From an optimization exercise on the open Yosys and OpenROAD flow, aimed at small area; shortcuts taken in it are not production practice.
Function not checked in this run: the RTL went through the layout flow alone.
Power and IR drop assume default switching activity.

### flow/config.mk
export PLATFORM = sky130hd
export DESIGN_NAME = uavtalk_txn
export DESIGN_NICKNAME = uavtalk_txn
export VERILOG_FILES = /design/flow/design.v
export SDC_FILE = /design/flow/constraint.sdc
export NUM_CORES = 4
export LEC_CHECK = 0
export CAP_MARGIN = 20
export CORE_MARGIN = 2
export CORE_UTILIZATION = 40
export SLEW_MARGIN = 20
### flow/constraint.sdc
create_clock -name core_clock -period 10.0 [get_ports {clk}]
set_input_delay 2.0000 -clock core_clock [delete_from_list [all_inputs] [get_ports {clk}]]
set_output_delay 2.0000 -clock core_clock [all_outputs]
set_load 0.01 [all_outputs]
### flow/design.v
module uavtalk_txn #(
    parameter DEPTH = 16,
    parameter IDX_W = 4
) (
    input  wire        clk,
    input  wire        rst,           
    input  wire        cmd_valid,
    input  wire [2:0]  cmd_op,
    input  wire [31:0] cmd_obj,
    input  wire [15:0] cmd_inst,
    output reg         rsp_valid,
    output reg         rsp_hit,
    output reg         rsp_full,
    output reg         note_valid,
    output reg         note_fail,
    output reg  [31:0] note_obj,
    output reg  [15:0] note_inst
);
    localparam [2:0] OP_OPEN_OBJ = 3'd0,    
                     OP_OPEN_ACK = 3'd1,    
                     OP_RX_OBJ   = 3'd2,
                     OP_RX_ACK   = 3'd3,
                     OP_RX_NACK  = 3'd4,
                     OP_CANCEL   = 3'd5;
    localparam RESP_OBJ = 1'b0,
               RESP_ACK = 1'b1;
    localparam [15:0] ALL_INST = 16'hFFFF;
    reg             t_valid [0:DEPTH-1];
    reg [31:0]      t_obj   [0:DEPTH-1];
    reg [15:0]      t_inst  [0:DEPTH-1];
    reg             t_resp  [0:DEPTH-1];
    reg             exact_hit, wild_hit, free_found, find_hit;
    reg [IDX_W-1:0] exact_idx, wild_idx, free_idx, find_idx;
    integer         e;
    always @* begin
        exact_hit  = 1'b0;
        wild_hit   = 1'b0;
        free_found = 1'b0;
        exact_idx  = {IDX_W{1'b0}};
        wild_idx   = {IDX_W{1'b0}};
        free_idx   = {IDX_W{1'b0}};
        for (e = DEPTH - 1; e >= 0; e = e - 1) begin
            if (t_valid[e] && t_obj[e] == cmd_obj && t_inst[e] == cmd_inst) begin
                exact_hit = 1'b1;
                exact_idx = e[IDX_W-1:0];
            end
            if (t_valid[e] && t_obj[e] == cmd_obj && t_inst[e] == ALL_INST) begin
                wild_hit = 1'b1;
                wild_idx = e[IDX_W-1:0];
            end
            if (!t_valid[e]) begin
                free_found = 1'b1;
                free_idx   = e[IDX_W-1:0];
            end
        end
        find_hit = exact_hit | wild_hit;
        find_idx = exact_hit ? exact_idx : wild_idx;
    end
    reg             do_open, do_close, close_ok, n_fail;
    reg             want_resp;
    reg [IDX_W-1:0] open_idx;
    always @* begin
        do_open   = 1'b0;
        do_close  = 1'b0;
        close_ok  = 1'b0;
        n_fail    = 1'b0;
        want_resp = RESP_OBJ;
        open_idx  = exact_hit ? exact_idx : free_idx;
        case (cmd_op)
            OP_OPEN_OBJ, OP_OPEN_ACK: begin
                do_open = exact_hit | free_found;
            end
            OP_RX_OBJ, OP_RX_ACK: begin
                want_resp = (cmd_op == OP_RX_ACK) ? RESP_ACK : RESP_OBJ;
                if (cmd_inst != ALL_INST && find_hit &&
                    t_resp[find_idx] == want_resp &&
                    (t_inst[find_idx] != ALL_INST || cmd_inst == 16'h0000))
                    close_ok = 1'b1;
                do_close = close_ok;
            end
            OP_RX_NACK: begin
                do_close = find_hit;
            end
            OP_CANCEL: begin
                do_close = find_hit;
                n_fail   = 1'b1;
            end
            default: ;
        endcase
    end
    always @(posedge clk) begin
        if (!rst && cmd_valid && do_open) begin
            t_obj[open_idx]  <= cmd_obj;
            t_inst[open_idx] <= cmd_inst;
            t_resp[open_idx] <= (cmd_op == OP_OPEN_ACK) ? RESP_ACK : RESP_OBJ;
        end
    end
    integer k;
    always @(posedge clk) begin
        if (rst) begin
            for (k = 0; k < DEPTH; k = k + 1)
                t_valid[k] <= 1'b0;
            rsp_valid  <= 1'b0;
            rsp_hit    <= 1'b0;
            rsp_full   <= 1'b0;
            note_valid <= 1'b0;
            note_fail  <= 1'b0;
            note_obj   <= 32'h0;
            note_inst  <= 16'h0;
        end else begin
            rsp_valid  <= cmd_valid;
            note_valid <= 1'b0;
            if (cmd_valid) begin
                rsp_hit  <= do_open | do_close;
                rsp_full <= (cmd_op == OP_OPEN_OBJ || cmd_op == OP_OPEN_ACK) && !do_open;
                if (do_open)
                    t_valid[open_idx] <= 1'b1;
                if (do_close) begin
                    t_valid[find_idx] <= 1'b0;
                    note_valid        <= 1'b1;
                    note_fail         <= n_fail;
                    note_obj          <= t_obj[find_idx];
                    note_inst         <= t_inst[find_idx];
                end
            end
        end
    end
endmodule
### flow/run.sh
#!/bin/bash
# synth_recipe.tcl (not shown) runs the flow's synth.tcl, then flattens the netlist and writes it again
# the make line also repeats each setting of config.mk as NAME=value (left out here)
make -C /OpenROAD-flow-scripts/flow DESIGN_CONFIG=/design/flow/config.mk WORK_HOME=/design/flow/orfs CLKGATE_MAP_FILE= SYNTH_SCRIPT=/design/flow/synth_recipe.tcl finish
==> out/summary.txt <==
outcome - complete, no violations
Most Used Layer, Global Route - met2
Worst Hold Class - flip-flop to flip-flop
post-synthesis xor/xnor area fraction - 0.136
RePlAce Congestion - 1.04
Syn. warnings - 1
R2R Setup Slk - 2.81 ns
NumNets Final - 4,482
Reg power frac - 0.488
met3 usage - 0.0680
Global Route Usage Sum - 0.339
die span in y - 350 um
Synth Net Count - 4,321
post-CTS setup buffers - 0
R2R Path Start - t_obj[15][11]$_DFFE_PP_
initial core utilization - 0.404
vias in the first global route - 35,700
Setup CP Type - input port to flip-flop
CTS root buf - clkbuf_16
Internal - 6100 uW
CTS Buf Count - 97
Max Root-Sink Buffers - 3
CP Launch Type - input port
Crit. End Element - flip-flop
Sw Pwr - 1940 uW
Remaining Overflow, GRT - 0
CP Max Fanout - 34
mean number of vias per cell - 6.34
register area share after synthesis - 0.524
MaxCap Viol Count - 0
Post-synth EDFFs - 800
Hold Crit Depth - 2
adder-cell share of the synthesized area - 0.000784
Detailed Route WL - 212,000 um
FILL cells - 11,000
Min Hold Slack - 0.457 ns
Clk pwr share - 0.447
ys flop type - edfxtp_1
Post-CTS Resized - 0
clock tree sinks - 853
core area - 118,000 sq um
total I/O pin count - 107
mean post-synth cell area - 11.2 sq um
sw frac - 0.241
first-pass detailed-route iteration total - 5
DRC - 0
largest net degree at the start of global routing - 167
Slew Limit Headroom - 0.162
final slew viol count - 0
Post-Synth Simple-Gate Area - 0.186
RSZ-0062 raised after global routing - no
Data required, critical path - 10.47 ns
Synth-to-Final Area Change - 13.1%
Hold Vio Cnt, Final - 0
mux contribution to synthesized area - 0.0461
Worst-path clk slew - 0.06 ns
first-pass GRT wire length - 290,000 um
Vias - 38,700
die area - 123,000 sq um
Fmax achieved - 115 MHz
post-synth design cell area - 47,900 sq um
TritonCTS clock tree - built
Pleak - 0.0185 uW
# hold bufs at CTS - 0
Global Route met1 Usage - 0.492
Worst Hold End - rsp_full$_SDFFE_PP0P_
Worst-Margin Slew - 1.26 ns
Max VDD drop - 0.127 mV
Clk Latency, worst-skew pair - 0.72 ns
Final setup viols - 0
ys async rst share - 0
largest family of logic cells by synthesized area - simple AND/OR/NAND/NOR gates
Cell variety after synth - 112
Worst Skew - 0.0449 ns
R2R Path End - t_valid[1]$_SDFFCE_PN0P_
htree depth - 3
met2 usage - 0.498
Gate power share - 0.065
layout cell share with drive strength beyond 1 - 0.109
initial antenna violation count - 7
die width - 350 um
PD cells - 148 nW/um^2
Mapped Cells - 4,264
hpwl dp - 156,000 um
DRT iter0 DRCs - 5,977
Critical Path AT - 9.16 ns
min-delay src - rsp_full$_SDFFE_PP0P_
Compound-Gate Fraction of Synth Area - 0.0720
Fin Setup TNS - 0 ns
Routed Antenna Nets - 0
drt wl/cell - 34.7 um
Buffers on Ports - 106
fin crit share - 0.869
flops & latches, synth - 853
R2R cell count - 17
FP Rows - 126
min Tclk post-route - 8.69 ns
worst max path at each step:
stage,from,end,slack [ns],depth (start not counted)
floorplan,cmd_obj[21],t_valid[2]$_SDFFCE_PN0P_,1.40,16
global placement,cmd_obj[10],t_valid[2]$_SDFFCE_PN0P_,0.92,17
detailed placement,cmd_obj[11],t_valid[1]$_SDFFCE_PN0P_,1.04,17
CTS,cmd_obj[11],t_valid[0]$_SDFFCE_PN0P_,1.76,17
global route,cmd_obj[19],t_valid[4]$_SDFFCE_PN0P_,1.34,18
finish,cmd_obj[10],t_valid[1]$_SDFFCE_PN0P_,1.31,17
power groups by stage:
stage | Sequential (uW) | Combinational [uW] | Clock (uW)
3_5_place_dp | 4000 | 508 | 0
2_1_floorplan | 3990 | 285 | 0
4_1_cts | 3920 | 509 | 3620
5_1_grt | 3920 | 537 | 3750
6_report | 3920 | 520 | 3600
3_3_place_gp | 4000 | 508 | 0
state kept, by name (all words and copies together), names as in the netlist, 16 cells and up:
| name | count |
|---|---|
| t_valid | 16 |
| note_inst | 16 |
| note_obj | 32 |
| t_resp | 16 |
| t_obj | 512 |
| t_inst | 256 |
area by class of cell:
type	instances	area [sq um]	share of cell area
antenna	2	5.00	0.0000924
clock buffer	137	2770	0.0511
timing repair buffer	310	2540	0.0469
inverter	45	176	0.00326
clock inverter	42	368	0.00679
multi-input combinational	3118	21200	0.392
tap	1600	2000	0.0370
sequential	853	25100	0.463
per-stage QoR:
stage	util	setup slack [ns]	instance area (sq um)	power (uW)	instances
2_1_floorplan	-	1.40	47900	4280	4264
3_3_place_gp	0.431	0.917	51000	4500	5926
6_report	0.457	1.31	54100	8040	6107
5_1_grt	0.457	1.34	54100	8200	6105
4_1_cts	0.457	1.76	54100	8050	6105
3_5_place_dp	0.431	1.04	51000	4500	5926
cells in the final DEF, fill, tap and decap left out, drive strengths merged, types with 53 or more instances in the layout:
master	synthesis	final
edfxtp	800	800
nand3	211	211
clkdlybuf4s50	0	57
buf	158	253
nand2b	91	91
nand2	499	499
mux2i	180	180
nor4	119	119
o21ai	109	109
clkbuf	88	137
xor2	180	180
nand4	335	335
a211oi	77	77
dfxtp	53	53
a21oi	89	89
nor2	142	142
xnor2	561	561
routing by layer:
metal / up-vias / part of all wire / wire (um)
li1: 16300 / - / -
met4: 2 / 0.043 / 9160
met3: 357 / 0.11 / 22700
met2: 2476 / 0.43 / 90500
met5: - / 0.000052 / 11
met1: 19600 / 0.42 / 89300
cell usage after synthesis (all sizes together), types with 11 or more instances:
library cell / number / area share
nand4: 335 / 0.044
nand2b: 91 / 0.012
nand3: 211 / 0.022
xor2: 180 / 0.033
a31oi: 11 / 0.0014
o21a: 13 / 0.0022
mux2: 19 / 0.0047
nor4: 119 / 0.016
and4: 17 / 0.0032
a21boi: 12 / 0.0019
edfxtp: 800 / 0.50
mux2i: 180 / 0.038
inv: 45 / 0.0035
nor2b: 25 / 0.0033
and2: 51 / 0.0067
nor2: 142 / 0.011
nand2: 499 / 0.039
nor4b: 12 / 0.0026
o211ai: 15 / 0.0024
dfxtp: 53 / 0.022
a21oi: 89 / 0.0095
xnor2: 561 / 0.10
clkbuf: 88 / 0.0069
a211o: 39 / 0.0071
a2111oi: 13 / 0.0029
or3: 19 / 0.0025
or4: 18 / 0.0030
o21ai: 109 / 0.011
buf: 158 / 0.025
nor3: 48 / 0.0051
a211oi: 77 / 0.012
and3: 44 / 0.0059
logic make-up (layout without fill, tap and decap cells):
kind of cell               after synthesis  count (layout)
adders and majority gates                3               3
AOI/OAI and AO/OA                      486             486
and+or+nand+nor                       1681            1681
DFF                                    853             853
other                                    0               2
muxes                                  207             207
xor gates and xnor gates               741             741
buffers and inverters                  293             534
worst max-delay path, cell delays in order:
cell and delay (ns):
buf_2 0.76, xor2_1 0.31, nor4_1 0.69, nand3_1 0.53, o21ai_0 0.67, nor3_2 0.25
a221oi_4 0.45, nor2_4 0.20, buf_12 0.22, nor2_1 0.90, a32oi_1 0.33, a21oi_1 0.56
and4b_1 0.28, nand4_1 0.19, buf_4 0.25, a21boi_1 0.11, a311o_1 0.34

[re-timing with driven ports]
In the flow no input, the clock included, has a driving cell. The finished layout below was timed again as built, in two steps. Step 1 sets driving cells, clkbuf_16 on the clock port and buf_2 on the other inputs (assumed; they add their load-dependent delay and slew). Step 2 moves the port delays by t, midway between the first and last clock arrival at a register: inputs arrive t later, outputs are due t later. That takes back most of the time a late clock gives input paths. a / b / c = no drivers / after step 1 / after step 2; a / b = the first two.
t, ns: 0.772
slack for setup (ns): 1.312 / 1.359 / 0.587
cell pins on the clock port's net: 1
After both steps setup and hold are still met in this run. The setup slack of this run moves by +0.047 ns with the drivers and by -0.725 ns with both steps.
